This is an optimization exercise on Yosys and OpenROAD, whose aim is a short achievable clock period and few clock cycles, not a production implementation. Where RTL was checked, it was by simulation tests only, not by an equivalence proof against the original. Function not checked in runs 1 and 2: the RTL went through the layout flow alone. Power figures rest on the tool's default switching activity, not on a simulated workload.

==> flow/design.v <==
module snappy_dec (
    input  wire        clk,
    input  wire        rst,
    input  wire        start,
    input  wire [15:0] src_len,
    input  wire [15:0] dst_cap,
    output wire        busy,
    output reg         done,
    output reg  [7:0]  fault,
    output reg  [31:0] result,
    output reg  [31:0] info0,
    output reg  [31:0] info1,
    output reg         in_re,
    output reg  [15:0] in_addr,
    input  wire [7:0]  in_rdata,
    output reg         out_re,
    output reg  [15:0] out_raddr,
    input  wire [7:0]  out_rdata,
    output reg         out_we,
    output reg  [15:0] out_waddr,
    output reg  [7:0]  out_wdata
);
    localparam [7:0] F_NONE      = 8'h00;
    localparam [7:0] F_VARINT    = 8'h01;
    localparam [7:0] F_COPY_OFF  = 8'h02;
    localparam [7:0] F_LEN_MISM  = 8'h03;
    localparam [7:0] F_TRUNC     = 8'h04;
    localparam [7:0] F_OVERRUN   = 8'h05;
    localparam [7:0] F_DST_SMALL = 8'h21;
    localparam [1:0] M_MEM = 2'd0, M_H1 = 2'd1, M_H2 = 2'd2;
    reg        st_hdr;        
    reg        st_decl;       
    reg        st_tag;        
    reg        st_trl;        
    reg        st_lchk;       
    reg        st_pay;        
    reg        st_end;        
    reg        st_flt;        
    reg        upd;           
    reg        upd_sl;        
    reg        upd_c;         
    reg        upd_l;         
    reg        chk;           
    reg        chk_bad;       
    reg        chk_dir;       
    reg        big;           
    reg        busy_q;        
    reg        idle;          
    reg [15:0] src_len_q;
    reg [15:0] dst_cap_q;
    assign busy = busy_q;
    wire go = start & idle;
    reg        fin;           
    reg        fin_ok;
    reg  [15:0] na;           
    reg         rd_pend;      
    reg         fetch_en;
    reg  [7:0]  iq [0:3];
    reg  [1:0]  iq_wp, iq_rp;
    reg  [2:0]  iq_cnt;
    reg  [7:0]  hb;           
    reg         hv;           
    reg         pop;          
    wire [2:0]  iq_use = iq_cnt + {2'd0, hv} + {2'd0, in_re} + {2'd0, rd_pend};
    wire        issue = fetch_en && (iq_use < 3'd4) && (na != src_len_q);
    wire        h_take = !hv || pop;
    wire        iq_v = (iq_cnt != 3'd0);
    wire        iq_pop  = h_take && iq_v;
    wire        iq_push = rd_pend && !(h_take && !iq_v);
    always @(posedge clk) begin
        if (idle || fin) begin
            in_addr <= 16'd0;
            na      <= (go & ~fin) ? 16'd1 : 16'd0;
        end else begin
            in_addr <= na;               
            if (issue) na <= na + 16'd1;
        end
    end
    always @(posedge clk) begin
        if (rst) begin
            in_re   <= 1'b0;
            rd_pend <= 1'b0;
            iq_wp   <= 2'd0;
            iq_rp   <= 2'd0;
            iq_cnt  <= 3'd0;
            hv      <= 1'b0;
        end else begin
            rd_pend <= in_re;
            if (idle || fin)
                in_re <= go & ~fin;
            else
                in_re <= issue;
            if (fin) begin
                iq_wp  <= 2'd0;
                iq_rp  <= 2'd0;
                iq_cnt <= 3'd0;
                hv     <= 1'b0;
            end else begin
                if (iq_push) iq_wp <= iq_wp + 2'd1;
                if (iq_pop)  iq_rp <= iq_rp + 2'd1;
                if (iq_push && !iq_pop)      iq_cnt <= iq_cnt + 3'd1;
                else if (!iq_push && iq_pop) iq_cnt <= iq_cnt - 3'd1;
                if (h_take) hv <= iq_v || rd_pend;
            end
        end
    end
    always @(posedge clk) begin
        if (iq_push) iq[iq_wp] <= in_rdata;
        if (h_take) hb <= iq_v ? iq[iq_rp] : in_rdata;
    end
    reg         cq_lit  [0:3];
    reg  [1:0]  cq_mode [0:3];
    reg  [15:0] cq_len  [0:3];
    reg  [15:0] cq_src  [0:3];
    reg         cq_one  [0:3];
    reg  [2:0]  cq_wp, cq_rp;     
    wire [2:0]  cq_used  = cq_wp - cq_rp;
    wire        cq_v     = (cq_wp != cq_rp);
    wire        cq_stall = cq_used[2] || (cq_used[1:0] == 2'd3);
    reg         cq_push;
    reg         cq_pop;
    reg  [7:0]  lq [0:15];
    reg  [4:0]  lq_wp, lq_rp;     
    wire        lq_full = (lq_wp[3:0] == lq_rp[3:0]) && (lq_wp[4] != lq_rp[4]);
    wire        lq_v    = (lq_wp != lq_rp);
    reg         lq_push;
    reg         lq_pop;
    always @(posedge clk) begin
        if (rst || fin) begin
            cq_wp <= 3'd0; cq_rp <= 3'd0;
            lq_wp <= 5'd0; lq_rp <= 5'd0;
        end else begin
            if (cq_push) cq_wp <= cq_wp + 3'd1;
            if (cq_pop)  cq_rp <= cq_rp + 3'd1;
            if (lq_push) lq_wp <= lq_wp + 5'd1;
            if (lq_pop)  lq_rp <= lq_rp + 5'd1;
        end
    end
    reg  [16:0] rem;          
    reg         rem_z;        
    reg  [31:0] decl;         
    reg  [2:0]  vn;           
    reg  [16:0] P;            
    reg  [16:0] Pold;         
    reg  [16:0] room;         
    reg  [7:0]  tag;
    reg  [2:0]  tcnt;         
    reg  [2:0]  tidx;         
    reg  [31:0] trl;          
    reg  [16:0] pay;          
    reg  [16:0] alen;         
    reg         alen1;        
    reg  [7:0]  hbyte;        
    reg  [7:0]  f_code;
    reg  [1:0]  f_i0;         
    reg  [1:0]  f_i1;         
    reg  [7:0]  t_code;       
    reg  [1:0]  t_i0;
    reg  [1:0]  t_i1;
    wire [1:0]  hk  = hb[1:0];
    wire [5:0]  hu  = hb[7:2];
    reg  [2:0]  h_tcnt;
    always @(*) begin
        case (hk)
            2'b00:   h_tcnt = (hu >= 6'd60) ? ({1'b0, hu[1:0]} + 3'd1) : 3'd0;
            2'b01:   h_tcnt = 3'd1;
            2'b10:   h_tcnt = 3'd2;
            default: h_tcnt = 3'd4;
        endcase
    end
    wire        h_short = (hk == 2'b00) && (hu < 6'd60);
    wire [6:0]  h_len   = (hk == 2'b01) ? {4'd0, hu[2:0]} + 7'd4 : {1'b0, hu} + 7'd1;
    wire        h_f04t = (rem[16:3] == 14'd0) && (h_tcnt >= rem[2:0]);
    wire        t_f04 = (alen > rem);
    wire        t_f05 = (alen > room);
    wire [31:0] c_off = trl;
    wire        c_f02 = (c_off == 32'd0) || (c_off > {15'd0, P});
    wire        t_f04l = (upd_sl || upd_l) && (t_f04 || big);
    wire        t_f02c = upd_c && c_f02;
    wire        t_bad  = t_f04l || t_f02c || t_f05;
    wire        decl_big = (decl > {16'd0, dst_cap_q});
    reg  [31:0] vbits;
    always @(*) begin
        case (vn)
            3'd0:    vbits = {25'd0, hb[6:0]};
            3'd1:    vbits = {18'd0, hb[6:0], 7'd0};
            3'd2:    vbits = {11'd0, hb[6:0], 14'd0};
            3'd3:    vbits = {4'd0, hb[6:0], 21'd0};
            default: vbits = {hb[3:0], 28'd0};
        endcase
    end
    reg         cur_v;
    reg         s1_v;
    reg         s2_v;
    wire        exec_idle = !cur_v && !cq_v && !s1_v && !s2_v;
    wire        e_dir  = upd && !cur_v && !cq_v;
    always @(*) begin
        pop     = hv && ((st_hdr && !rem_z) || (st_tag && !rem_z && !cq_stall) || (st_trl && !cq_stall)
                         || (st_pay && !lq_full));
        cq_push = chk && !chk_bad && !chk_dir;
        lq_push = st_pay && pop;
        fin     = (st_end && exec_idle) || (st_flt && !in_re && !rd_pend);
        fin_ok  = st_end;
    end
    always @(posedge clk) begin
        if (upd) begin
            cq_lit[cq_wp[1:0]]  <= !upd_c;
            cq_mode[cq_wp[1:0]] <= (c_off[15:0] == 16'd1) ? M_H1 : (c_off[15:0] == 16'd2) ? M_H2 : M_MEM;
            cq_len[cq_wp[1:0]]  <= alen[15:0];
            cq_src[cq_wp[1:0]]  <= P[15:0] - c_off[15:0];
            cq_one[cq_wp[1:0]]  <= alen1;
        end
        if (!lq_full)
            lq[lq_wp[3:0]]      <= hb;
    end
    always @(posedge clk) begin
        if (rst) begin
            st_hdr <= 1'b0; st_decl <= 1'b0; st_tag <= 1'b0; st_trl <= 1'b0;
            st_lchk <= 1'b0; st_pay <= 1'b0; st_end <= 1'b0; st_flt <= 1'b0;
            upd <= 1'b0; upd_sl <= 1'b0; upd_c <= 1'b0; upd_l <= 1'b0;
            chk <= 1'b0; chk_bad <= 1'b0; chk_dir <= 1'b0;
            fetch_en <= 1'b0;
            busy_q <= 1'b0;
            idle   <= 1'b1;
        end else begin
            upd <= 1'b0; upd_sl <= 1'b0; upd_c <= 1'b0; upd_l <= 1'b0;
            chk     <= upd && !idle && !fin;
            chk_bad <= t_bad;
            chk_dir <= e_dir && !idle && !fin;
            if (idle) begin
                if (go) begin
                    busy_q   <= 1'b1;
                    idle     <= 1'b0;
                    st_hdr   <= 1'b1;
                    fetch_en <= 1'b1;
                end
            end else if (fin) begin
                busy_q   <= 1'b0;
                idle     <= 1'b1;
                st_end   <= 1'b0;
                st_flt   <= 1'b0;
                fetch_en <= 1'b0;
            end else begin
                st_decl <= 1'b0;
                if (upd_c) st_tag <= 1'b1;
                if (upd_l) st_pay <= 1'b1;
                if (st_hdr) begin
                    if (rem_z) begin
                        st_hdr <= 1'b0; st_flt <= 1'b1; fetch_en <= 1'b0;
                    end else if (hv) begin
                        if (!hb[7]) begin
                            st_hdr <= 1'b0; st_decl <= 1'b1; st_tag <= 1'b1;
                        end else if (vn == 3'd4) begin
                            st_hdr <= 1'b0; st_flt <= 1'b1; fetch_en <= 1'b0;
                        end
                    end
                end
                if (st_tag) begin
                    if (rem_z) begin
                        st_tag <= 1'b0; fetch_en <= 1'b0;
                        if (room == 17'd0)
                            st_end <= 1'b1;
                        else
                            st_flt <= 1'b1;
                    end else if (pop) begin
                        st_tag <= 1'b0;
                        if (h_f04t) begin
                            st_flt <= 1'b1; fetch_en <= 1'b0;
                        end else if (h_short) begin
                            st_pay <= 1'b1;
                            upd    <= 1'b1;
                            upd_sl <= 1'b1;
                        end else
                            st_trl <= 1'b1;
                    end
                end
                if (st_trl && pop && tidx + 3'd1 == tcnt) begin
                    st_trl <= 1'b0;
                    if (tag[1:0] == 2'b00)
                        st_lchk <= 1'b1;
                    else begin
                        upd   <= 1'b1;
                        upd_c <= 1'b1;
                    end
                end
                if (st_lchk) begin
                    if (!cq_stall) begin
                        st_lchk <= 1'b0;
                        upd     <= 1'b1;
                        upd_l   <= 1'b1;
                    end
                end
                if (st_pay && pop && pay == 17'd0) begin
                    st_pay <= 1'b0;
                    st_tag <= 1'b1;
                end
                if (chk && chk_bad) begin
                    st_hdr <= 1'b0; st_decl <= 1'b0; st_tag <= 1'b0; st_trl <= 1'b0;
                    st_lchk <= 1'b0; st_pay <= 1'b0; st_end <= 1'b0;
                    upd <= 1'b0; upd_sl <= 1'b0; upd_c <= 1'b0; upd_l <= 1'b0;
                    st_flt <= 1'b1; fetch_en <= 1'b0;
                end
                if (st_decl && decl_big) begin
                    st_tag <= 1'b0; st_trl <= 1'b0; st_pay <= 1'b0; st_end <= 1'b0;
                    upd <= 1'b0; upd_sl <= 1'b0; upd_c <= 1'b0; upd_l <= 1'b0;
                    st_flt <= 1'b1; fetch_en <= 1'b0;
                end
            end
        end
    end
    always @(posedge clk) begin
        if (idle) begin
            src_len_q <= src_len;
            dst_cap_q <= dst_cap;
            rem       <= {1'b0, src_len};
            rem_z     <= (src_len == 16'd0);
            decl      <= 32'd0;
            vn        <= 3'd0;
            P         <= 17'd0;
            Pold      <= 17'd0;
        end else begin
            if (pop) begin
                rem   <= rem - 17'd1;
                rem_z <= (rem == 17'd1);
            end
            if (upd) begin
                Pold <= P;
                P    <= P + alen;
                room <= room - alen;
            end
            if (st_hdr && hv) begin
                decl  <= decl | vbits;
                room  <= decl[16:0] | vbits[16:0];
                vn    <= vn + 3'd1;
                hbyte <= hb;
            end
            if (st_tag) begin
                tag    <= hb;
                tcnt   <= h_tcnt;
                tidx   <= 3'd0;
                pay    <= {11'd0, hu};
                alen   <= {10'd0, h_len};
                alen1  <= (h_len == 7'd1);
                big    <= 1'b0;
            end
            if (st_trl && pop) begin
                case (tidx)
                    3'd0:    trl <= {21'd0, (tag[1:0] == 2'b01) ? tag[7:5] : 3'd0, hb};
                    3'd1:    trl[15:8]  <= hb;
                    3'd2:    trl[23:16] <= hb;
                    default: trl[31:24] <= hb;
                endcase
                tidx <= tidx + 3'd1;
            end
            if (st_lchk) begin
                alen  <= trl[16:0] + 17'd1;
                alen1 <= (trl[16:0] == 17'd0);
                pay   <= trl[16:0];
                big   <= (trl[31:17] != 15'd0) || (trl[16:0] == 17'h1ffff);
            end
            if (st_pay && pop)
                pay <= pay - 17'd1;
        end
    end
    always @(posedge clk) begin
        if (st_hdr && rem_z) begin
            f_code <= F_TRUNC; f_i0 <= 2'd0; f_i1 <= 2'd0;
        end
        if (st_hdr && !rem_z && hv) begin
            f_code <= F_VARINT; f_i0 <= 2'd1; f_i1 <= 2'd0;
        end
        if (st_tag && rem_z) begin
            f_code <= F_LEN_MISM; f_i0 <= 2'd2; f_i1 <= 2'd3;
        end
        if (st_tag && !rem_z) begin
            f_code <= F_TRUNC; f_i0 <= 2'd2; f_i1 <= 2'd3;
        end
        if (st_decl && decl_big) begin
            f_code <= F_DST_SMALL; f_i0 <= 2'd2; f_i1 <= 2'd1;
        end
        if (upd) begin
            t_i0 <= t_f02c ? 2'd3 : 2'd2;
            if (t_f04l) begin
                t_code <= F_TRUNC;    t_i1 <= 2'd2;
            end else if (t_f02c) begin
                t_code <= F_COPY_OFF; t_i1 <= 2'd2;
            end else begin
                t_code <= F_OVERRUN;  t_i1 <= 2'd3;
            end
        end
        if (chk && chk_bad) begin
            f_code <= t_code; f_i0 <= t_i0; f_i1 <= t_i1;
        end
    end
    always @(posedge clk) begin
        if (rst)
            done <= 1'b0;
        else
            done <= fin;
    end
    always @(posedge clk) begin
        begin
            if (fin_ok) begin
                fault  <= F_NONE;
                result <= decl;
                info0  <= 32'd0;
                info1  <= 32'd0;
            end else begin
                fault  <= f_code;
                result <= 32'd0;
                case (f_i0)
                    2'd0:    info0 <= 32'd0;
                    2'd1:    info0 <= {24'd0, hbyte};
                    2'd2:    info0 <= decl;
                    default: info0 <= c_off;
                endcase
                case (f_i1)
                    2'd0:    info1 <= 32'd0;
                    2'd1:    info1 <= {16'd0, dst_cap_q};
                    2'd2:    info1 <= {15'd0, Pold};
                    default: info1 <= {15'd0, P};
                endcase
            end
        end
    end
    reg         cur_lit;
    reg  [1:0]  cur_mode;
    reg  [15:0] cur_cnt;
    reg         cur_last;
    reg  [15:0] cur_src;
    wire        x_iss  = cur_v && (!cur_lit || lq_v) && !(chk_dir && chk_bad);
    wire        x_free = !cur_v || (x_iss && cur_last);
    wire        x_ld   = x_free && (cq_v || cq_push);    
    always @(*) begin
        cq_pop = x_ld;
        lq_pop = x_iss && cur_lit;
    end
    reg  [1:0]  s1_sel;       
    reg  [7:0]  s1_b;
    reg  [1:0]  s2_sel;
    reg  [7:0]  s2_b;
    reg  [7:0]  hist1;        
    reg  [7:0]  hist2;        
    reg  [7:0]  nbyte;
    reg  [15:0] wa;           
    always @(*) begin
        case (s2_sel)
            2'd0:    nbyte = out_rdata;
            2'd1:    nbyte = hist1;
            2'd2:    nbyte = hist2;
            default: nbyte = s2_b;
        endcase
    end
    always @(posedge clk) begin
        if (rst || fin) begin
            cur_v    <= 1'b0;
            s1_v     <= 1'b0;
            s2_v     <= 1'b0;
            out_re   <= 1'b0;
            out_we   <= 1'b0;
        end else begin
            if (x_ld || e_dir)
                cur_v <= 1'b1;
            else if ((x_iss && cur_last) || (chk_dir && chk_bad))
                cur_v <= 1'b0;
            s1_v   <= x_iss;
            out_re <= x_iss && !cur_lit && (cur_mode == M_MEM);
            s2_v   <= s1_v;
            out_we <= s2_v;
        end
    end
    always @(posedge clk) begin
        if (x_ld) begin
            cur_lit  <= cq_lit[cq_rp[1:0]];
            cur_mode <= cq_mode[cq_rp[1:0]];
            cur_cnt  <= cq_len[cq_rp[1:0]];
            cur_last <= cq_one[cq_rp[1:0]];
            cur_src  <= cq_src[cq_rp[1:0]];
        end else if (e_dir) begin
            cur_lit  <= !upd_c;
            cur_mode <= (c_off[15:0] == 16'd1) ? M_H1 : (c_off[15:0] == 16'd2) ? M_H2 : M_MEM;
            cur_cnt  <= alen[15:0];
            cur_last <= alen1;
            cur_src  <= P[15:0] - c_off[15:0];
        end else if (x_iss) begin
            cur_cnt  <= cur_cnt - 16'd1;
            cur_last <= (cur_cnt == 16'd2);
            cur_src  <= cur_src + 16'd1;
        end
        if (idle)
            wa <= 16'd0;
        else if (s2_v)
            wa <= wa + 16'd1;
        out_raddr <= cur_src;
        s1_sel    <= cur_lit ? 2'd3 : cur_mode;
        s1_b      <= lq[lq_rp[3:0]];
        s2_sel    <= s1_sel;
        s2_b      <= s1_b;
        out_waddr <= wa;
        out_wdata <= nbyte;
        if (s2_v) begin
            hist1 <= nbyte;
            hist2 <= hist1;
        end
    end
endmodule
==> flow/flow/run.sh <==
#!/bin/bash
set -euo pipefail
bash standard.sh SETUP_SLACK_MARGIN=7.2 finish > flow_make.log 2>&1
==> flow/standard.sh <==
#!/bin/bash
# synth_recipe.tcl (not shown) runs the flow's synth.tcl, then flattens the netlist and writes it again
# the make line also repeats each setting of config.mk as NAME=value (left out here)
make -C /OpenROAD-flow-scripts/flow DESIGN_CONFIG=/design/flow/config.mk WORK_HOME=/design/flow/orfs CLKGATE_MAP_FILE= SYNTH_SCRIPT=/design/flow/synth_recipe.tcl "${@:-finish}"
==> flow/config.mk <==
export PLATFORM = sky130hd
export DESIGN_NAME = snappy_dec
export DESIGN_NICKNAME = snappy_dec
export VERILOG_FILES = /design/flow/design.v
export SDC_FILE = /design/flow/constraint.sdc
export NUM_CORES = 4
export LEC_CHECK = 0
export ABC_CLOCK_PERIOD_IN_PS = 3000
export CAP_MARGIN = 20
export CORE_MARGIN = 2
export CORE_UTILIZATION = 60
export SLEW_MARGIN = 20
==> flow/constraint.sdc <==
create_clock -name core_clock -period 10.0 [get_ports {clk}]
set_input_delay 2.0000 -clock core_clock [delete_from_list [all_inputs] [get_ports {clk}]]
set_output_delay 2.0000 -clock core_clock [all_outputs]
set_load 0.01 [all_outputs]
==> results.yml, run 1 <==
floorplanning:
  start_util_pct: 60.4
  dieArea_mm2: 0.0639
  core_mm2: 0.0615
  fp.dieW_um: 253
  die_h_um: 253
  io_pins: 216
  rows: 91
sta:
  finalSetupViolCount: 0
  timing.setup.tns_ns: 0
  finalCriticalPeriod_ns: 3.26
  fmax_ghz: 0.306
  fin_crit_sh_pct: 32.6
  rsz0062_at_grt: "yes"
  hold_viol: 0
  fin_worst_skew_ns: 0.0328
  tightestPinTransition_ns: 1.04
  max_slew_margin_pct: 30.6
  drv_slew: 0
  setup_ws_ns: 6.74
cells_and_area:
  final_common_cell: "edfxtp_1"
  layout-area-overhead-vs-synth_pct: 17.9
  stdcell_area_mm2: 0.0437
  final_cell_mix: "545 x edfxtp_1, 271 x nor2_1, 201 x dfxtp_1"
  final_util_pct: 71.1
  drive_above_1_share_pct: 21.6
  finalNetCount: 3429
  fill_cells: 4251
grt:
  grt_max_degree: 86
  grt_pass1_wl_um: 142000
  grt_usage_pct: 29.7
  overflow: 0
  grt_pass1_vias: 24100
  grt_antenna_before_repair: 2
worst_setup_path:
  crit_type: "reg -> reg"
  cp.required_ns: 10.53
  crit_arrival_ns: 3.79
  r2r_slack_ns: 6.74
  rr_endpoint: "iq_cnt[2]"
  cp_common_cell: "fa_2"
  worstRegToRegCells: 14
  r2r_start: "cq_wp[0]"
  critPathLaunchType: "flip-flop"
  cp_max_fo: 2
  end_kind: "flip-flop"
  cp_cell_sequence: "inv_4, ha_4, inv_2, fa_2, xnor3_1, a21oi_2, a21o_1, or3b_4, or2_4, fa_2, or3_1, mux2i_1, xnor2_1, nor2_1"
  critPathSlowestCell: "or3b_4"
  slowest_delay_ns: 0.43
power_and_ir_drop:
  irDropWorstVdd_mv: 0.202
  total_leakage_power_nw: 16.2
  power_density_mw_per_mm2: 194
worst_hold_path:
  holdPathStages: 0
  hold_class: "reg -> reg"
  min_to: "s2_b[3]"
  hp-start: "s1_b[3]"
clock_tree:
  cts_buffers: 87
  clk_pin_slew_ns: 0.06
  ctsRootBufferMaster: "clkbuf_16"
  htreeDepth: 3
  clkLatencyLatePin_ns: 0.65
  cts_buffer_depth: 3
  cts_hold_buf: 0
  cts.sink_count: 846
  cts_tree: "done"
yosys:
  yosys-top-cells-area: "edfxtp_1 44%, dfxtp_1 16%, mux4_2 5.6%, ha_1 4.8%, nor2_1 2.9%"
  synth_top_cell_by_area: "edfxtp_1"
  ys_warn_count: 1
  synth_edf_count: 545
  async_reset_ff_share_pct: 0
  synthFlopType: "edfxtp_1"
  yosysSeqAreaShare_pct: 60.3
  avgSynthCellArea_um2: 12.5
  syn_inst: 2979
  ys_seq_elements: 846
  synth_cell_type_count: 87
  synth_area_mm2: 0.0371
  yosys.area.top_type_share_pct: 44.1
drt:
  viasPerCell: 6.01
  postRouteAntennaNets: 0
  routedWlPerCell_um: 23.4
  finalWirelength_um: 95700
  initialDrtViolationCount: 2355
  post-route-drc-count: 0
  dr_total_vias: 24600
  dr.pass1.iters: 8
placement:
  dp_hpwl_um: 63300
  place_congestion: 0.949
  dp_slack_ns: 5.71
  port_buffers: 196
  placed_cell_area_mm2: 0.0398
outcome:
  outcome: "no timing/DRC/antenna violations"
flow_run:
  maxCapViolations: 0
[worst max-delay path, delay by kind of cell, from the launching register on]
kind,cells,cell delay [ns]
AO/OA/AOI/OAI,2,0.25
XOR/XNOR,2,0.38
adder cells (fa/ha/maj),3,0.77
buffers and inverters,2,0.09
flip-flops,1,0.35
multiplexers,1,0.19
AND/OR/NAND/NOR,4,1.11
[power breakdown]
part | switching, mW | internal (mW)
clock network | 1.40 | 1.91
registers | 0.142 | 4.00
logic | 0.645 | 0.394
[Yosys cell counts, types with 4 or more instances]
cell type / n
xnor2_1: 85
nor2b_1: 28
buf_1: 15
buf_2: 11
o211a_1: 4
nor3b_1: 11
or4_1: 6
inv_1: 135
nand2_1: 197
o21ai_1: 15
and2_1: 102
dfxtp_1: 301
xor2_1: 88
nand2b_1: 17
or2_2: 8
fa_1: 6
nand4_1: 29
o21bai_1: 6
o211ai_1: 7
a21oi_1: 145
nor2_1: 286
a21o_1: 16
a2111oi_0: 4
nand3_1: 60
mux4_2: 92
or3_1: 18
nor3_1: 45
mux2i_1: 70
o31ai_1: 13
clkbuf_1: 114
buf_4: 19
and4_1: 10
ha_1: 143
o41ai_1: 4
o21a_1: 14
and3_1: 20
nor4_1: 33
a211oi_1: 22
o22ai_1: 4
mux2_2: 25
a31oi_1: 19
o21ai_0: 106
a22oi_1: 24
edfxtp_1: 545
[flip-flops by register name, indices dropped and copies added, names as in the netlist, 17 cells and up, named ones only]
signal / count
info0: 32
cq_src: 64
result: 32
rem: 17
Pold: 17
iq: 32
pay: 17
lq: 128
cq_len: 64
trl: 32
alen: 17
P: 17
room: 17
decl: 32
info1: 17
[cell type report]
class / instances / area [µm²] / area share (%)
inverters: 135 / 512 / 1.17
well taps: 790 / 988 / 2.26
clock buffers: 118 / 2430 / 5.55
clock inverters: 46 / 513 / 1.17
diodes: 1 / 2.50 / 0.00572
repair buffers: 301 / 2610 / 5.97
flip-flops and latches: 846 / 22500 / 51.5
multi-input cells: 1858 / 14200 / 32.4
[per-stage QoR]
step	std cells	hold WS (ns)	total power, mW
finish	4095	0.325	8.49
floorplan	2997	0.310	4.77
CTS	4051	0.326	8.48
global placement	3858	0.312	5.17
global route	4094	0.331	8.77
detailed placement	3858	0.315	5.20
[routing by layer]
metal	vias up	wire, µm	track usage, %
met4	0	3120	11.3
met3	172	8210	6.29
met5	-	0	0
met2	1024	45900	47.6
met1	12200	38400	39.9
li1	11200	-	-
[worst max-delay path by stage]
| stage | end | from | slack, ns | depth (start not counted) |
|---|---|---|---|---|
| floorplan | iq_cnt[2] | cq_wp[0] | 6.75 | 14 |
| global placement | fetch_en | rst | 5.33 | 6 |
| detailed placement | fetch_en | rst | 5.71 | 6 |
| CTS | iq_cnt[2] | cq_wp[0] | 6.73 | 14 |
| global route | iq_cnt[2] | cq_wp[0] | 6.66 | 13 |
| finish | iq_cnt[2] | cq_wp[0] | 6.74 | 14 |
[logic make-up (layout without fill, tap and decap cells)]
| family | after synthesis | count (layout) | share of synthesized area, % |
|---|---|---|---|
| flops | 846 | 846 | 60.3 |
| compound gates | 436 | 437 | 7.18 |
| mux | 189 | 189 | 8.32 |
| simple gates | 889 | 890 | 11.7 |
| other cells | 1 | 20 | 0.0101 |
| fa+ha+maj | 149 | 149 | 5.14 |
| xor+xnor | 174 | 174 | 4.14 |
| buf+inv | 295 | 600 | 3.22 |
[timing repair]
action / CTS / global route
pin swaps: 16 / 34
endpoints found under the setup margin: 547 / 503
resized for setup: 757 / 138
setup buffers: 28 / 41
cloned: 1 / 2
hold endpoints to repair: 0 / 0
==> inputs of run 2 (changes only) <==
--- a/flow/config.mk
+++ b/flow/config.mk
@@ -8,5 +8,5 @@
 export ABC_CLOCK_PERIOD_IN_PS = 3000
 export CAP_MARGIN = 20
 export CORE_MARGIN = 2
-export CORE_UTILIZATION = 60
+export CORE_UTILIZATION = 50
 export SLEW_MARGIN = 20
==> run 2 against run 1 <==
Net effect: wire length increased by 1.1%; total power increased by 1.8%; flip-flop and latch count unchanged; first-iteration DRC count decreased by 15%; combinational power about the same; clock power increased by 4%; largest power group unchanged; worst hold slack improved by 0.00092 ns; critical path depth unchanged; still clean on timing, DRC and antenna; design area increased by 1.4%.
==> results.yml, run 2 <==
clock_tree:
  cts_tree: "done"
  cts.sink_count: 846
  clkLatencyLatePin_ns: 0.66
  cts_buffers: 90
  clk_pin_slew_ns: 0.06
  htreeDepth: 3
  cts_buffer_depth: 3
  ctsRootBufferMaster: "clkbuf_16"
grt:
  grt_antenna_before_repair: 2
  grt_pass1_wl_um: 146000
  overflow: 0
  grt_pass1_vias: 24200
  grt_usage_pct: 25.1
  grt_max_degree: 93
yosys:
  yosys-top-cells-area: "edfxtp_1 44%, dfxtp_1 16%, mux4_2 5.6%, ha_1 4.8%, nor2_1 2.9%"
  syn_inst: 2979
  synth_area_mm2: 0.0371
  avgSynthCellArea_um2: 12.5
  synth-adder-area-share_pct: 5.14
  synth_cell_type_count: 87
  synth_xor_area_share_pct: 4.14
  synth-simple-area-share_pct: 11.7
  synthFlopType: "edfxtp_1"
  ys_seq_elements: 846
  synth_edf_count: 545
  synth_common_cells: "545 x edfxtp_1, 301 x dfxtp_1, 286 x nor2_1, 197 x nand2_1, 145 x a21oi_1"
  muxShareOfSynthArea_pct: 8.32
  synth_top_family_by_area: "simple AND/OR/NAND/NOR gates"
  synth_top_cell_by_area: "edfxtp_1"
  synth_compound_area_share_pct: 7.18
  ys_warn_count: 1
  yosysMostFrequentCell: "edfxtp_1"
  yosys.area.top_type_share_pct: 44.1
  async_reset_ff_share_pct: 0
  yosysSeqAreaShare_pct: 60.3
worst_setup_path:
  critPathSlowestCell: "or3b_4"
  critPathLaunchType: "flip-flop"
  crit_type: "reg -> reg"
  slowest_delay_ns: 0.42
  worstSetupStartpoint: "cq_wp[0]"
  rr_endpoint: "iq_cnt[2]"
  cp_max_fo: 2
  worstRegToRegCells: 14
  r2r_slack_ns: 6.77
  end_kind: "flip-flop"
  cp.required_ns: 10.54
  cp_cell_sequence: "inv_4, ha_4, inv_2, fa_2, xnor3_1, a21oi_4, a21o_1, or3b_4, or2_4, fa_2, or3_1, mux2i_1, xnor2_1, nor2_1"
  endpoint: "iq_cnt[2]"
  r2r_start: "cq_wp[0]"
  crit_arrival_ns: 3.78
  cp_common_cell: "fa_2"
cells_and_area:
  layout-area-overhead-vs-synth_pct: 19.4
  final_util_pct: 60.6
  fill_cells: 5820
  final_cell_mix: "545 x edfxtp_1, 270 x nor2_1, 190 x nand2_1"
  largest_reg_flops: 128
  final_common_cell: "edfxtp_1"
  drive_above_1_share_pct: 22.5
  finalNetCount: 3439
sta:
  setup_ws_ns: 6.77
  finalSetupViolCount: 0
  drv_slew: 0
  timing.setup.tns_ns: 0
  hold_viol: 0
  hold-worst-slack_ns: 0.326
  fin_crit_sh_pct: 32.3
  fmax_ghz: 0.309
  tightestPinTransition_ns: 1.08
  finalCriticalPeriod_ns: 3.23
  rsz0062_at_grt: "yes"
  max_slew_margin_pct: 28.1
  fin_worst_skew_ns: 0.0291
floorplanning:
  start_util_pct: 50.7
  rows: 99
  fp.dieW_um: 276
  dieArea_mm2: 0.0764
  core_mm2: 0.0732
  die_h_um: 276
  io_pins: 216
power_and_ir_drop:
  p_seq_share_pct: 47.9
  irDropWorstVdd_mv: 0.127
  p_sw_share_pct: 25.3
  power_density_mw_per_mm2: 195
  power_mw: 8.65
  p_switching_mw: 2.19
  total_leakage_power_nw: 16.3
  p_comb_share_pct: 12.4
  intPower_mw: 6.46
  clock_power_share_pct: 39.7
placement:
  dp_slack_ns: 5.74
  place_congestion: 0.875
  port_buffers: 196
  dp_hpwl_um: 65600
drt:
  postRouteAntennaNets: 0
  dr_total_vias: 24100
  initialDrtViolationCount: 1993
  routedWlPerCell_um: 22.6
  post-route-drc-count: 0
  finalWirelength_um: 96700
  dr.pass1.iters: 5
  viasPerCell: 5.65
flow_run:
  maxCapViolations: 0
outcome:
  outcome: "no timing/DRC/antenna violations"
worst_hold_path:
  holdPathStages: 0
  hold_class: "reg -> reg"
run 2: changes by cell type in the layout (fill, tap and decap cells not counted), sizes merged:
cell | before | now
buf | 250 | 258
clkdlybuf4s50 | 47 | 39
dlymetal6s2s | 2 | 10
clkbuf | 119 | 123
inv | 141 | 137
bufinv | 7 | 10
clkinvlp | 2 | 3
diode | 1 | 2
nand2 | 198 | 197
run 2: per-stage QoR:
step	area (µm²)	cells
after floorplan	37200	2997
after global placement	40000	4028
after detailed placement	40000	4028
after CTS	43500	4235
after global routing	44300	4275
final	44300	4276
run 2: routing by layer:
| layer | GRT usage (%) | vias up | part of all wire [%] |
|---|---|---|---|
| met4 | 10.1 | 0 | 3.3 |
| met2 | 40.3 | 649 | 48 |
| met1 | 34.0 | 12000 | 43 |
| met5 | 0 | - | 0 |
| li1 | - | 11300 | - |
| met3 | 4.21 | 169 | 5.7 |
run 2: worst min-delay path by stage:
stage	startpoint	endpoint	slack, ns
6_report	s1_b[6]	s2_b[6]	0.33
5_1_grt	s1_b[4]	s2_b[4]	0.33
4_1_cts	s1_b[7]	s2_b[7]	0.33
3_5_place_dp	s1_b[1]	s2_b[1]	0.31
3_3_place_gp	s1_b[2]	s2_b[2]	0.31
2_1_floorplan	s1_b[0]	s2_b[0]	0.31
run 2: power by group through the flow:
stage,Sequential (mW),Clock (mW),Combinational [mW]
after floorplan,4.21,0,0.561
after global placement,4.21,0,0.971
after detailed placement,4.22,0,0.999
after CTS,4.15,3.50,1.01
after global routing,4.16,3.64,1.17
final,4.15,3.43,1.07
run 2: final cells by class:
cell class | instances | area (µm²) | share of cell area, %
Antenna cell | 2 | 5.00 | 0.0113
Sequential cell | 846 | 22600 | 50.9
Timing Repair Buffer | 309 | 2820 | 6.35
Tap cell | 959 | 1200 | 2.71
Multi-Input combinational cell | 1857 | 14200 | 32.0
Clock buffer | 122 | 2510 | 5.66
Clock inverter | 46 | 557 | 1.26
Inverter | 135 | 515 | 1.16
run 2: logic make-up (layout without fill, tap and decap cells):
family / after synthesis / count (layout)
xor+xnor: 174 / 174
other cells: 1 / 21
compound gates: 436 / 437
fa+ha+maj: 149 / 149
flops: 846 / 846
simple gates: 889 / 889
buf+inv: 295 / 612
mux: 189 / 189
run 2: critical path: cells and delay by family (launching register included):
kind | cells | cell delay, ns
AO/OA/AOI/OAI | 2 | 0.24
XOR/XNOR | 2 | 0.39
adder cells (fa/ha/maj) | 3 | 0.78
buffers and inverters | 2 | 0.09
flip-flops | 1 | 0.35
multiplexers | 1 | 0.20
AND/OR/NAND/NOR | 4 | 1.09
run 2: repair_timing:
item                                   4_1_cts  5_1_grt
gates cloned                                 1        0
pin swaps                                   20       32
hold buffers                                 0        0
buffers inserted                            38       39
setup endpoints to repair                  551      389
endpoints found under the hold margin        0        0
gates resized for setup                    801      155
==> inputs of run 3 (changes only) <==
--- a/flow/design.v
+++ b/flow/design.v
@@ -56,15 +56,14 @@
     reg         rd_pend;      
     reg         fetch_en;
     reg  [7:0]  iq [0:3];
-    reg  [1:0]  iq_wp, iq_rp;
-    reg  [2:0]  iq_cnt;
+    reg  [2:0]  iq_wp, iq_rp;     
     reg  [7:0]  hb;           
     reg         hv;           
     reg         pop;          
-    wire [2:0]  iq_use = iq_cnt + {2'd0, hv} + {2'd0, in_re} + {2'd0, rd_pend};
-    wire        issue = fetch_en && (iq_use < 3'd4) && (na != src_len_q);
+    reg  [3:0]  cr_t;
+    wire        issue = fetch_en && !cr_t[3] && (na != src_len_q);
     wire        h_take = !hv || pop;
-    wire        iq_v = (iq_cnt != 3'd0);
+    wire        iq_v = (iq_wp != iq_rp);
     wire        iq_pop  = h_take && iq_v;
     wire        iq_push = rd_pend && !(h_take && !iq_v);
     always @(posedge clk) begin
@@ -80,33 +79,34 @@
         if (rst) begin
             in_re   <= 1'b0;
             rd_pend <= 1'b0;
-            iq_wp   <= 2'd0;
-            iq_rp   <= 2'd0;
-            iq_cnt  <= 3'd0;
+            iq_wp   <= 3'd0;
+            iq_rp   <= 3'd0;
+            cr_t    <= 4'd0;
             hv      <= 1'b0;
         end else begin
             rd_pend <= in_re;
-            if (idle || fin)
+            if (idle || fin) begin
                 in_re <= go & ~fin;
-            else
+                cr_t  <= {3'd0, go & ~fin};
+            end else begin
                 in_re <= issue;
+                if (issue && !pop)      cr_t <= {cr_t[2:0], 1'b1};
+                else if (!issue && pop) cr_t <= {1'b0, cr_t[3:1]};
+            end
             if (fin) begin
-                iq_wp  <= 2'd0;
-                iq_rp  <= 2'd0;
-                iq_cnt <= 3'd0;
+                iq_wp  <= 3'd0;
+                iq_rp  <= 3'd0;
                 hv     <= 1'b0;
             end else begin
-                if (iq_push) iq_wp <= iq_wp + 2'd1;
-                if (iq_pop)  iq_rp <= iq_rp + 2'd1;
-                if (iq_push && !iq_pop)      iq_cnt <= iq_cnt + 3'd1;
-                else if (!iq_push && iq_pop) iq_cnt <= iq_cnt - 3'd1;
+                if (iq_push) iq_wp <= iq_wp + 3'd1;
+                if (iq_pop)  iq_rp <= iq_rp + 3'd1;
                 if (h_take) hv <= iq_v || rd_pend;
             end
         end
     end
     always @(posedge clk) begin
-        if (iq_push) iq[iq_wp] <= in_rdata;
-        if (h_take) hb <= iq_v ? iq[iq_rp] : in_rdata;
+        if (iq_push) iq[iq_wp[1:0]] <= in_rdata;
+        if (h_take) hb <= iq_v ? iq[iq_rp[1:0]] : in_rdata;
     end
     reg         cq_lit  [0:3];
     reg  [1:0]  cq_mode [0:3];
@@ -114,9 +114,9 @@
     reg  [15:0] cq_src  [0:3];
     reg         cq_one  [0:3];
     reg  [2:0]  cq_wp, cq_rp;     
-    wire [2:0]  cq_used  = cq_wp - cq_rp;
+    reg  [3:0]  cq_t;             
     wire        cq_v     = (cq_wp != cq_rp);
-    wire        cq_stall = cq_used[2] || (cq_used[1:0] == 2'd3);
+    wire        cq_stall = cq_t[2];
     reg         cq_push;
     reg         cq_pop;
     reg  [7:0]  lq [0:15];
@@ -127,11 +127,13 @@
     reg         lq_pop;
     always @(posedge clk) begin
         if (rst || fin) begin
-            cq_wp <= 3'd0; cq_rp <= 3'd0;
+            cq_wp <= 3'd0; cq_rp <= 3'd0; cq_t <= 4'd0;
             lq_wp <= 5'd0; lq_rp <= 5'd0;
         end else begin
             if (cq_push) cq_wp <= cq_wp + 3'd1;
             if (cq_pop)  cq_rp <= cq_rp + 3'd1;
+            if (cq_push && !cq_pop)      cq_t <= {cq_t[2:0], 1'b1};
+            else if (!cq_push && cq_pop) cq_t <= {1'b0, cq_t[3:1]};
             if (lq_push) lq_wp <= lq_wp + 5'd1;
             if (lq_pop)  lq_rp <= lq_rp + 5'd1;
         end
==> run 3 against run 2 <==
Net effect: critical path type is now reg -> out; cell count increased by 1.4%; critical path depth decreased by 13; largest cell class unchanged; largest power group unchanged; highest routed layer unchanged; flip-flop and latch count increased by 7; combinational power decreased by 26%.
==> results.yml, run 3 <==
worst_setup_path:
  r2r_slack_ns: 7.17
  r2r_start: "trl[1]"
  cp_max_fo: 2
  crit_cells: 1
  crit_arrival_ns: 1.12
  end_kind: "primary output"
  endpoint: "in_re"
  slowest_delay_ns: 0.36
  cp_cell_sequence: "buf_6"
  critPathSlowestCell: "dfxtp_4"
  worstSetupStartpoint: "in_re"
  crit_type: "reg -> out"
  path_buf_inv: 1
  rr_endpoint: "cur_src[15]"
  worstRegToRegCells: 9
  cp_top_family: "flip-flops"
  critPathLaunchType: "flip-flop"
  cp.required_ns: 8.00
sta:
  tightestPinTransition_ns: 1.09
  fmax_ghz: 0.321
  drv_slew: 0
  finalCriticalPeriod_ns: 3.12
  timing.setup.tns_ns: 0
  fin_worst_skew_ns: 0.0235
  max_slew_margin_pct: 26.6
  hold_viol: 0
  finalSetupViolCount: 0
  fin_crit_sh_pct: 31.2
  rsz0062_at_grt: "yes"
power_and_ir_drop:
  p_comb_share_pct: 9.5
  total_leakage_power_nw: 16.6
  power_density_mw_per_mm2: 186
  irDropWorstVdd_mv: 0.129
  intPower_mw: 6.28
  p_seq_share_pct: 48.8
  p_switching_mw: 2.01
  p_sw_share_pct: 24.3
  power_mw: 8.29
  clock_power_share_pct: 41.7
drt:
  dr_total_vias: 24700
  postRouteAntennaNets: 0
  routedWlPerCell_um: 22.7
  finalWirelength_um: 98500
  dr.pass1.iters: 5
  post-route-drc-count: 0
  initialDrtViolationCount: 1931
  viasPerCell: 5.69
yosys:
  synthFlopType: "edfxtp_1"
  yosys.area.top_type_share_pct: 44.0
  synth_cell_type_count: 80
  avgSynthCellArea_um2: 12.3
  async_reset_ff_share_pct: 0
  yosys-top-cells-area: "edfxtp_1 44%, dfxtp_1 17%, mux4_2 5.6%, ha_1 4.8%, nor2_1 3.4%"
  synth_area_mm2: 0.0372
  yosysMostFrequentCell: "edfxtp_1"
  syn_inst: 3034
  synth_edf_count: 545
  ys_warn_count: 1
  synth_top_cell_by_area: "edfxtp_1"
  synth_common_cells: "545 x edfxtp_1, 335 x nor2_1, 308 x dfxtp_1, 219 x nand2_1, 169 x a21oi_1"
  yosysSeqAreaShare_pct: 60.5
  ys_seq_elements: 853
clock_tree:
  clk_pin_slew_ns: 0.06
  ctsRootBufferMaster: "clkbuf_16"
  clkLatencyLatePin_ns: 0.65
  cts_tree: "done"
  cts.sink_count: 853
  htreeDepth: 3
  cts_buffer_depth: 3
  cts_buffers: 89
flow_run:
  maxCapViolations: 0
floorplanning:
  start_util_pct: 50.3
  dieArea_mm2: 0.0767
  core_mm2: 0.0741
  fp.dieW_um: 277
  io_pins: 216
  die_h_um: 277
  rows: 100
placement:
  dp_hpwl_um: 65400
  dpl.cell_count: 4097
  place_congestion: 0.890
  port_buffers: 196
grt:
  grt_antenna_before_repair: 3
  grt_usage_pct: 25.4
  grt_max_degree: 64
  overflow: 0
  grt_pass1_vias: 24800
  grt_pass1_wl_um: 149000
cells_and_area:
  stdcell_count: 4334
  final_common_cell: "edfxtp_1"
  largest_reg_flops: 128
  final_cell_mix: "545 x edfxtp_1, 333 x nor2_1, 213 x nand2_1"
  fill_cells: 5984
  layout-area-overhead-vs-synth_pct: 19.8
  n_antenna_cell: 0
  finalNetCount: 3486
  drive_above_1_share_pct: 21.9
worst_hold_path:
  hold_class: "reg -> reg"
outcome:
  outcome: "no timing/DRC/antenna violations"
[run 3: metal layers]
layer | vias up | wire length [µm] | part of all wire (%) | global-route usage (%)
li1 | 11400 | - | - | -
met5 | - | 0 | 0 | 0
met1 | 12400 | 42600 | 43 | 35.1
met4 | 0 | 2680 | 2.7 | 7.32
met2 | 739 | 47500 | 48 | 41.5
met3 | 166 | 5750 | 5.8 | 4.05
[run 3: metrics by stage]
step | hold WS, ns | worst slack, ns | util [%] | instance area [µm²]
after floorplan | 0.310 | 7.21 | - | 37300
after global placement | 0.315 | 5.64 | 54.1 | 40100
after detailed placement | 0.320 | 5.56 | 54.1 | 40100
after CTS | 0.333 | 6.84 | 59.0 | 43700
after global routing | 0.341 | 6.84 | 60.2 | 44600
final | 0.329 | 6.88 | 60.2 | 44600
[run 3: final cells by class]
cell class,count,area [µm²],share of cell area [%]
inverter,138,529,1.19
tap,969,1210,2.72
multi-input combinational,1907,14200,31.9
timing repair buffer,299,2810,6.31
clock buffer,125,2680,6.02
clock inverter,43,427,0.957
sequential,853,22700,50.9
[run 3: timing repair]
action / in CTS / in global routing
endpoints found under the hold margin: 0 / 0
setup buffers: 40 / 25
gates cloned: 2 / 1
hold buffers: 0 / 0
gates resized for setup: 824 / 161
pin swaps: 24 / 31
endpoints found under the setup margin: 461 / 375
[run 3: how the worst min path moves through the flow]
stage,from,end,slack (ns),cells after the start
2_1_floorplan,s1_b[0],s2_b[0],0.31,0
3_3_place_gp,s1_b[3],s2_b[3],0.31,0
3_5_place_dp,s1_sel[0],s2_sel[0],0.32,0
4_1_cts,s1_sel[0],s2_sel[0],0.33,0
5_1_grt,s1_b[7],s2_b[7],0.34,0
6_report,s1_b[3],s2_b[3],0.33,0
[run 3: logic make-up (layout without fill, tap and decap cells)]
family          after synthesis  count (layout)  synth area share [%]
mux                         177             177                  7.90
xor+xnor                    182             182                  4.28
simple gates                933             934                  11.9
compound gates              448             448                  7.26
buf+inv                     293             605                  3.18
fa+ha+maj                   147             147                  5.00
other cells                   1              19                0.0101
flops                       853             853                  60.5
[run 3: power groups by stage]
stage	clock network (mW)	logic, mW	registers (mW)
after floorplan	0	0.415	4.13
after detailed placement	0	0.748	4.13
after global placement	0	0.732	4.12
after CTS	3.52	0.754	4.05
final	3.46	0.789	4.05
after global routing	3.66	0.855	4.06
Testbench counts of run 3, summed over its fixed seeds: cycles 151,711.
==> inputs of run 4 (changes only) <==
--- a/flow/config.mk
+++ b/flow/config.mk
@@ -8,5 +8,5 @@
 export ABC_CLOCK_PERIOD_IN_PS = 3000
 export CAP_MARGIN = 20
 export CORE_MARGIN = 2
-export CORE_UTILIZATION = 50
+export CORE_UTILIZATION = 60
 export SLEW_MARGIN = 20
==> run 4 against run 3 <==
Net effect: clock power down 8.7%; via count increased by 0.83%; synthesized area unchanged; clock skew decreased by 0.0028 ns; sequential share of layout area up 0.41 points; die area shrank 16%; wire length is 1.8% lower.
==> results.yml, run 4 <==
yosys:
  syn_inst: 3034
  ys_warn_count: 1
  yosys.area.top_type_share_pct: 44.0
  yosysMostFrequentCell: "edfxtp_1"
  ys_seq_elements: 853
  avgSynthCellArea_um2: 12.3
  synth_top_cell_by_area: "edfxtp_1"
  synthFlopType: "edfxtp_1"
  synth_edf_count: 545
  yosys-top-cells-area: "edfxtp_1 44%, dfxtp_1 17%, mux4_2 5.6%, ha_1 4.8%, nor2_1 3.4%"
  yosysSeqAreaShare_pct: 60.5
  synth_area_mm2: 0.0372
  synth_cell_type_count: 80
  async_reset_ff_share_pct: 0
  synth_common_cells: "545 x edfxtp_1, 335 x nor2_1, 308 x dfxtp_1, 219 x nand2_1, 169 x a21oi_1"
drt:
  dr_total_vias: 24900
  viasPerCell: 5.96
  postRouteAntennaNets: 0
  dr.pass1.iters: 5
  finalWirelength_um: 96800
  post-route-drc-count: 0
  routedWlPerCell_um: 23.2
  initialDrtViolationCount: 2310
sta:
  fin_worst_skew_ns: 0.0207
  timing.setup.tns_ns: 0
  fin_crit_sh_pct: 31.1
  drv_slew: 0
  finalSetupViolCount: 0
  max_slew_margin_pct: 23.8
  fmax_ghz: 0.321
  tightestPinTransition_ns: 1.14
  hold-worst-slack_ns: 0.314
  finalCriticalPeriod_ns: 3.11
  hold_viol: 0
  rsz0062_at_grt: "yes"
worst_setup_path:
  crit_arrival_ns: 1.11
  r2r_slack_ns: 7.14
  crit_cells: 1
  crit_type: "reg -> out"
  r2r_start: "trl[1]"
  cp_cell_sequence: "buf_6"
  cp_top_family: "flip-flops"
  critPathSlowestCell: "dfxtp_2"
  worstSetupStartpoint: "info0[19]"
  cp_max_fo: 1
  critPathLaunchType: "flip-flop"
  cp.required_ns: 8.00
  worstRegToRegCells: 9
  slowest_delay_ns: 0.36
  endpoint: "info0[19]"
  rr_endpoint: "cur_src[15]"
  end_kind: "primary output"
  path_buf_inv: 1
grt:
  grt_pass1_wl_um: 143000
  overflow: 0
  grt_pass1_vias: 23900
  grt_max_degree: 64
  grt_usage_pct: 29.9
  grt_antenna_before_repair: 2
clock_tree:
  cts.sink_count: 853
  cts_tree: "done"
  clkLatencyLatePin_ns: 0.64
  cts_buffers: 86
  clk_pin_slew_ns: 0.06
  cts_buffer_depth: 3
  ctsRootBufferMaster: "clkbuf_16"
  htreeDepth: 3
  cts_hold_buf: 0
cells_and_area:
  n_antenna_cell: 0
  final_util_pct: 71.9
  layout-area-overhead-vs-synth_pct: 18.8
  final_cell_mix: "545 x edfxtp_1, 332 x nor2_1, 213 x nand2_1"
  drive_above_1_share_pct: 22.2
  final_common_cell: "edfxtp_1"
  finalNetCount: 3510
  largest_reg_flops: 128
floorplanning:
  core_mm2: 0.0615
  rows: 91
  start_util_pct: 60.6
  die_h_um: 253
  io_pins: 216
  dieArea_mm2: 0.0641
  fp.dieW_um: 253
outcome:
  outcome: "no timing/DRC/antenna violations"
power_and_ir_drop:
  total_leakage_power_nw: 16.5
  power_mw: 8.03
  irDropWorstVdd_mv: 0.180
  power_density_mw_per_mm2: 181
flow_run:
  maxCapViolations: 0
placement:
  port_buffers: 196
  dp_hpwl_um: 63800
  place_congestion: 0.877
worst_hold_path:
  hold_class: "reg -> reg"
-- run 4: area by class of cell --
type | instances | area, µm²
Clock inverter | 39 | 349
Fill cell | 4248 | 17300
Timing Repair Buffer | 326 | 3000
Tap cell | 790 | 988
Inverter | 138 | 532
Clock buffer | 120 | 2450
Multi-Input combinational cell | 1907 | 14200
Sequential cell | 853 | 22700
-- run 4: worst min path at each step --
stage | start | end | slack (ns) | cells after the start
2_1_floorplan | s1_b[0] | s2_b[0] | 0.31 | 0
3_3_place_gp | s1_b[6] | s2_b[6] | 0.31 | 0
3_5_place_dp | s1_sel[0] | s2_sel[0] | 0.31 | 0
4_1_cts | s1_b[0] | s2_b[0] | 0.31 | 0
5_1_grt | s1_b[0] | s2_b[0] | 0.31 | 0
6_report | s1_b[0] | s2_b[0] | 0.31 | 0
-- run 4: metrics by stage --
stage | instances | instance area (µm²) | setup WS (ns)
final | 4173 | 44200 | 6.89
after global routing | 4173 | 44200 | 6.87
after CTS | 4116 | 43300 | 6.86
after detailed placement | 3915 | 39900 | 5.53
after global placement | 3915 | 39900 | 5.67
after floorplan | 3052 | 37300 | 7.21
-- run 4: logic make-up (layout without fill, tap and decap cells) --
kind of cell / count (synthesis) / count (layout) / synth area share, %
adder cells (fa/ha/maj): 147 / 147 / 5.00
AND/OR/NAND/NOR: 933 / 934 / 11.9
multiplexers: 177 / 177 / 7.90
AO/OA/AOI/OAI: 448 / 448 / 7.26
other: 1 / 19 / 0.0101
buffers and inverters: 293 / 623 / 3.18
XOR/XNOR: 182 / 182 / 4.28
flip-flops: 853 / 853 / 60.5
-- run 4: power by group --
group / internal [mW] / leakage (nW) / switching, mW
registers: 3.96 / 7.59 / 0.100
logic: 0.308 / 7.56 / 0.498
clock network: 1.80 / 1.38 / 1.36
total: 6.07 / 16.5 / 1.95
-- run 4: repair_timing --
item,4_1_cts,5_1_grt
gates resized for setup,848,127
buffers inserted,38,56
cloned,4,0
pin swaps,21,41
setup endpoints to repair,456,329
-- run 4: routing by layer --
metal,GRT usage [%],up-vias,wire length [µm],part of all wire (%)
met5,0,-,0,0
met2,47.8,910,45900,47
met3,5.39,201,6810,7.0
li1,-,11400,-,-
met4,11.4,0,3650,3.8
met1,41.1,12300,40400,42
==> inputs of run 5 (changes only) <==
--- a/flow/config.mk
+++ b/flow/config.mk
@@ -9,4 +9,6 @@
 export CAP_MARGIN = 20
 export CORE_MARGIN = 2
 export CORE_UTILIZATION = 60
+export CTS_CLUSTER_DIAMETER = 60
+export CTS_CLUSTER_SIZE = 16
 export SLEW_MARGIN = 20
==> run 5 against run 4 <==
Net effect: still clean; fmax up 0.23%; die area is the same; sequential power about the same; sequential share of layout area grew 0.97 points; cell count shrank 1.0%; critical endpoint unchanged.
==> results.yml, run 5 <==
yosys:
  yosysSeqAreaShare_pct: 60.5
  ys_seq_elements: 853
  synthFlopType: "edfxtp_1"
  syn_inst: 3034
  synth_area_mm2: 0.0372
  synth_top_cell_by_area: "edfxtp_1"
  synth_edf_count: 545
  ys_warn_count: 1
  yosysMostFrequentCell: "edfxtp_1"
  avgSynthCellArea_um2: 12.3
  synth_cell_type_count: 80
  yosys-top-cells-area: "edfxtp_1 44%, dfxtp_1 17%, mux4_2 5.6%, ha_1 4.8%, nor2_1 3.4%"
  async_reset_ff_share_pct: 0
  synth_common_cells: "545 x edfxtp_1, 335 x nor2_1, 308 x dfxtp_1, 219 x nand2_1, 169 x a21oi_1"
  yosys.area.top_type_share_pct: 44.0
cells_and_area:
  n_antenna_cell: 0
  layout-area-overhead-vs-synth_pct: 16.6
  drive_above_1_share_pct: 20.8
  multiInputGateArea_mm2: 0.0142
  largest_reg_flops: 128
  final_cell_mix: "545 x edfxtp_1, 333 x nor2_1, 212 x nand2_1"
  ff_latch_area_mm2: 0.0227
  fill_cells: 4370
  final_util_pct: 70.6
  final_common_cell: "edfxtp_1"
  finalNetCount: 3484
floorplanning:
  start_util_pct: 60.6
  core_mm2: 0.0615
  io_pins: 216
  rows: 91
  fp.dieW_um: 253
  dieArea_mm2: 0.0641
  die_h_um: 253
placement:
  dp_slack_ns: 5.53
  port_buffers: 196
  dp_hpwl_um: 63800
  place_congestion: 0.877
worst_setup_path:
  crit_type: "reg -> out"
  path_buf_inv: 1
  worstRegToRegCells: 10
  crit_arrival_ns: 1.11
  cp_max_fo: 1
  crit_cells: 1
  end_kind: "primary output"
  critPathLaunchType: "flip-flop"
  cp_cell_sequence: "buf_6"
  cp.required_ns: 8.00
  slowest_delay_ns: 0.36
  cp_top_family: "flip-flops"
  critPathSlowestCell: "dfxtp_2"
drt:
  initialDrtViolationCount: 2180
  viasPerCell: 6.03
  postRouteAntennaNets: 0
  post-route-drc-count: 0
  dr_total_vias: 24900
  dr.pass1.iters: 6
  finalWirelength_um: 95800
  routedWlPerCell_um: 23.2
grt:
  grt_antenna_before_repair: 0
  grt_max_degree: 64
  grt_pass1_vias: 23700
  grt_usage_pct: 29.6
  overflow: 0
  grt_pass1_wl_um: 143000
clock_tree:
  cts_tree: "done"
  cts.sink_count: 853
  cts_buffer_depth: 3
  clk_pin_slew_ns: 0.07
  clkLatencyLatePin_ns: 0.63
  ctsRootBufferMaster: "clkbuf_16"
  htreeDepth: 3
  cts_buffers: 67
sta:
  finalSetupViolCount: 0
  hold_viol: 0
  fin_crit_sh_pct: 31.1
  max_slew_margin_pct: 31.5
  fin_worst_skew_ns: 0.0246
  rsz0062_at_grt: "yes"
  finalCriticalPeriod_ns: 3.11
  fmax_ghz: 0.322
  hold-worst-slack_ns: 0.328
  setup_ws_ns: 6.89
  drv_slew: 0
  timing.setup.tns_ns: 0
  tightestPinTransition_ns: 1.03
outcome:
  outcome: "no timing/DRC/antenna violations"
power_and_ir_drop:
  power_density_mw_per_mm2: 172
  irDropWorstVdd_mv: 0.156
  total_leakage_power_nw: 16.1
flow_run:
  maxCapViolations: 0
worst_hold_path:
  hold_class: "reg -> reg"
  holdPathStages: 0
-- run 5: cell type report --
class | instances | share of cell area [%]
Timing Repair Buffer | 320 | 6.79
Multi-Input combinational cell | 1906 | 32.7
Inverter | 138 | 1.21
Clock buffer | 108 | 4.46
Sequential cell | 853 | 52.3
Clock inverter | 16 | 0.317
Tap cell | 790 | 2.28
-- run 5: cells by family (layout without fill, tap and decap cells) --
kind of cell | after synthesis | in the layout | synth area share [%]
muxes | 177 | 177 | 7.90
DFF | 853 | 853 | 60.5
and+or+nand+nor | 933 | 933 | 11.9
other | 1 | 19 | 0.0101
buffers and inverters | 293 | 582 | 3.18
AOI/OAI and AO/OA | 448 | 448 | 7.26
xor gates and xnor gates | 182 | 182 | 4.28
adders and majority gates | 147 | 147 | 5.00
-- run 5: what timing repair did --
action | CTS | global route
endpoints found under the setup margin | 458 | 334
cloned | 2 | 1
buffers inserted | 39 | 48
hold endpoints to repair | 0 | 0
gates resized for setup | 839 | 125
hold buffers | 0 | 0
pin swaps | 22 | 31
-- run 5: worst paths after layout --
| kind | slack, ns | endpoint | start |
|---|---|---|---|
| worst max register to register | 7.12 | cur_src[9] | trl[1] |
| worst min-delay path | 0.33 | s2_b[6] | s1_b[6] |
| worst max-delay path | 6.89 | info0[19] | info0[19] |
| worst min register to register | 0.33 | s2_b[6] | s1_b[6] |
-- run 5: metal layers --
layer	up-vias	routed length, µm	GRT usage, %
met1	12400	40100	41.5
met4	0	3240	10.0
met2	915	45700	47.6
met3	191	6780	4.59
met5	-	0	0
li1	11400	-	-
-- run 5: stage by stage --
stage	power [mW]	std cells	cell area, µm²
after floorplan	4.54	3052	37300
after global placement	4.83	3915	39900
after detailed placement	4.86	3915	39900
after CTS	7.45	4080	42500
after global routing	7.69	4131	43400
final	7.45	4131	43400
-- run 5: where the power goes --
group | total, mW | internal, mW | switching [mW]
Sequential | 4.05 | 3.95 | 0.0950
Combinational | 0.801 | 0.303 | 0.499
Clock | 2.60 | 1.35 | 1.25
Total | 7.45 | 5.61 | 1.84
==> inputs of run 6 (changes only) <==
==> flow/flow/run.sh (replaced) <==
#!/bin/bash
set -euo pipefail
bash standard.sh SETUP_SLACK_MARGIN=7.0 finish > flow_make.log 2>&1
--- a/flow/config.mk
+++ b/flow/config.mk
@@ -9,6 +9,4 @@
 export CAP_MARGIN = 20
 export CORE_MARGIN = 2
 export CORE_UTILIZATION = 60
-export CTS_CLUSTER_DIAMETER = 60
-export CTS_CLUSTER_SIZE = 16
 export SLEW_MARGIN = 20
==> run 6 against run 5 <==
Net effect: still clean; non-clock buffer count is 49 lower; fmax is 0.52% higher; critical path depth stayed put; clock skew is 0.0056 ns lower.
==> results.yml, run 6 <==
outcome:
  outcome: "no timing/DRC/antenna violations"
drt:
  dr.pass1.iters: 5
  postRouteAntennaNets: 0
  routedWlPerCell_um: 23.0
  initialDrtViolationCount: 2297
  dr_total_vias: 24700
  post-route-drc-count: 0
  viasPerCell: 6.00
  finalWirelength_um: 94600
clock_tree:
  cts_tree: "done"
  ctsRootBufferMaster: "clkbuf_16"
  cts.sink_count: 853
  htreeDepth: 3
  cts_buffer_depth: 3
  clk_pin_slew_ns: 0.06
  clkLatencyLatePin_ns: 0.64
  cts_buffers: 86
sta:
  rsz0062_at_grt: "yes"
  fin_crit_sh_pct: 30.9
  timing.setup.tns_ns: 0
  max_slew_margin_pct: 29.6
  hold_viol: 0
  fmax_ghz: 0.324
  tightestPinTransition_ns: 1.06
  fin_worst_skew_ns: 0.0191
  setup_ws_ns: 6.91
  finalCriticalPeriod_ns: 3.09
  finalSetupViolCount: 0
  drv_slew: 0
yosys:
  yosysSeqAreaShare_pct: 60.5
  synth_edf_count: 545
  yosys.area.top_type_share_pct: 44.0
  ys_warn_count: 1
  synth_xor_area_share_pct: 4.28
  ys_seq_elements: 853
  yosys-top-cells-area: "edfxtp_1 44%, dfxtp_1 17%, mux4_2 5.6%, ha_1 4.8%, nor2_1 3.4%"
  async_reset_ff_share_pct: 0
  avgSynthCellArea_um2: 12.3
  synth-simple-area-share_pct: 11.9
  synth_common_cells: "545 x edfxtp_1, 335 x nor2_1, 308 x dfxtp_1, 219 x nand2_1, 169 x a21oi_1"
  synthFlopType: "edfxtp_1"
  muxShareOfSynthArea_pct: 7.90
  synth_compound_area_share_pct: 7.26
  synth_top_family_by_area: "simple AND/OR/NAND/NOR gates"
  synth_area_mm2: 0.0372
  synth-adder-area-share_pct: 5.00
  yosysMostFrequentCell: "edfxtp_1"
  syn_inst: 3034
  synth_cell_type_count: 80
  synth_top_cell_by_area: "edfxtp_1"
placement:
  place_congestion: 0.897
  dp_hpwl_um: 63600
  dpl.cell_count: 3917
  placed_cell_area_mm2: 0.0399
  dp_slack_ns: 5.55
  port_buffers: 196
worst_setup_path:
  cp_top_family: "flip-flops"
  critPathSlowestCell: "dfxtp_2"
  path_buf_inv: 1
  worstRegToRegCells: 8
  crit_arrival_ns: 1.09
  cp.required_ns: 8.00
  slowest_delay_ns: 0.35
  crit_type: "reg -> out"
  critPathLaunchType: "flip-flop"
  crit_cells: 1
  cp_cell_sequence: "buf_6"
  end_kind: "primary output"
  cp_max_fo: 2
grt:
  grt_pass1_vias: 24100
  grt_max_degree: 73
  grt_usage_pct: 29.4
  grt_most_used_layer: "met2"
  grt_antenna_before_repair: 2
  overflow: 0
  use_met2_pct: 47.6
  grt_use_met1_pct: 41.1
  grt_use_met3_pct: 3.93
  grt_pass1_wl_um: 143000
worst_hold_path:
  holdPathStages: 0
  hold_class: "reg -> reg"
floorplanning:
  die_h_um: 253
  io_pins: 216
  core_mm2: 0.0615
  fp.dieW_um: 253
  start_util_pct: 60.6
  dieArea_mm2: 0.0641
  rows: 91
cells_and_area:
  ff_latch_area_mm2: 0.0227
  final_common_cell: "edfxtp_1"
  largest_reg_flops: 128
  stdcell_count: 4120
  multiInputGateArea_mm2: 0.0138
  stdcell_area_mm2: 0.0434
  layout-area-overhead-vs-synth_pct: 16.5
  finalNetCount: 3454
  drive_above_1_share_pct: 18.9
  fill_cells: 4392
  n_antenna_cell: 0
  final_cell_mix: "545 x edfxtp_1, 334 x nor2_1, 217 x nand2_1"
power_and_ir_drop:
  power_density_mw_per_mm2: 185
  irDropWorstVdd_mv: 0.177
  total_leakage_power_nw: 16.2
  power_mw: 8.04
flow_run:
  maxCapViolations: 0
-- run 6: cell counts after synthesis --
No cell type changed its count.
-- run 6: final timing paths --
kind,startpoint,end,slack (ns)
setup / recovery,in_re,in_re,6.91
hold / removal,s1_b[3],s2_b[3],0.31
setup reg to reg,trl[3],alen[16],7.01
hold reg to reg,s1_b[3],s2_b[3],0.31
-- run 6: cell type report --
| type | count | area share [%] |
|---|---|---|
| clock buffers | 132 | 5.84 |
| flip-flops and latches | 853 | 52.3 |
| well taps | 790 | 2.28 |
| multi-input cells | 1906 | 31.9 |
| repair buffers | 271 | 5.74 |
| clock inverters | 30 | 0.730 |
| inverters | 138 | 1.20 |
-- run 6: logic make-up (layout without fill, tap and decap cells) --
kind of cell	count (synthesis)	count (layout)
AND/OR/NAND/NOR	933	933
other	1	19
AO/OA/AOI/OAI	448	448
buffers and inverters	293	571
adder cells (fa/ha/maj)	147	147
XOR/XNOR	182	182
flip-flops	853	853
multiplexers	177	177
-- run 6: through the flow --
step,hold slack [ns],utilization (%)
CTS,0.320,69.5
finish,0.314,70.5
global placement,0.313,64.8
global route,0.326,70.5
floorplan,0.310,-
detailed placement,0.312,64.9
-- run 6: per-layer routing --
metal / vias to the layer above / wire length [µm]
met5: - / 0
met4: 0 / 2760
met3: 164 / 6600
met2: 983 / 45900
met1: 12200 / 39400
li1: 11300 / -
-- run 6: timing repair --
item                                    in CTS  in global routing
endpoints found under the setup margin     399                309
cloned                                       0                  2
resized for setup                          751                109
hold buffers                                 0                  0
pin swaps                                    0                 10
buffers inserted                            14                 24
-- run 6: power breakdown --
part | switching (mW) | internal [mW] | total [mW]
Clock | 1.36 | 1.86 | 3.22
Combinational | 0.480 | 0.275 | 0.755
Sequential | 0.0992 | 3.96 | 4.06
Total | 1.94 | 6.10 | 8.04

==> re-timing with driven ports <==
Ports are ideal in the flow. The routed layouts listed here were re-timed in OpenROAD.
Step 1 (the two cells are an assumption about what drives the block):
set clk [get_ports {clk}]
set_driving_cell -lib_cell sky130_fd_sc_hd__clkbuf_16 $clk
set_driving_cell -lib_cell sky130_fd_sc_hd__buf_2 [delete_from_list [all_inputs] $clk]
Step 2 times the ports against the registers' clock, not the clock port: input delays grow and output delays shrink by t, the midpoint of the rising clock arrivals with the driver on.
Three values: ideal, step 1, step 2; two values: the first two.
run	t, ns	setup WS [ns]	pins driven straight from the clock port
run 1	0.705	6.736 / 6.736 / 6.563	1
run 2	0.708	6.765 / 6.765 / 6.589	1
run 3	0.710	6.883 / 6.813 / 6.567	1
run 4	0.693	6.886 / 6.827 / 6.644	1
run 5	0.685	6.893 / 6.826 / 6.698	1
run 6	0.694	6.909 / 6.848 / 6.470	1
After both steps setup and hold are still met in every run listed. The setup slack of run 6, which loses most, moves by -0.061 ns with the drivers and by -0.439 ns with both steps.
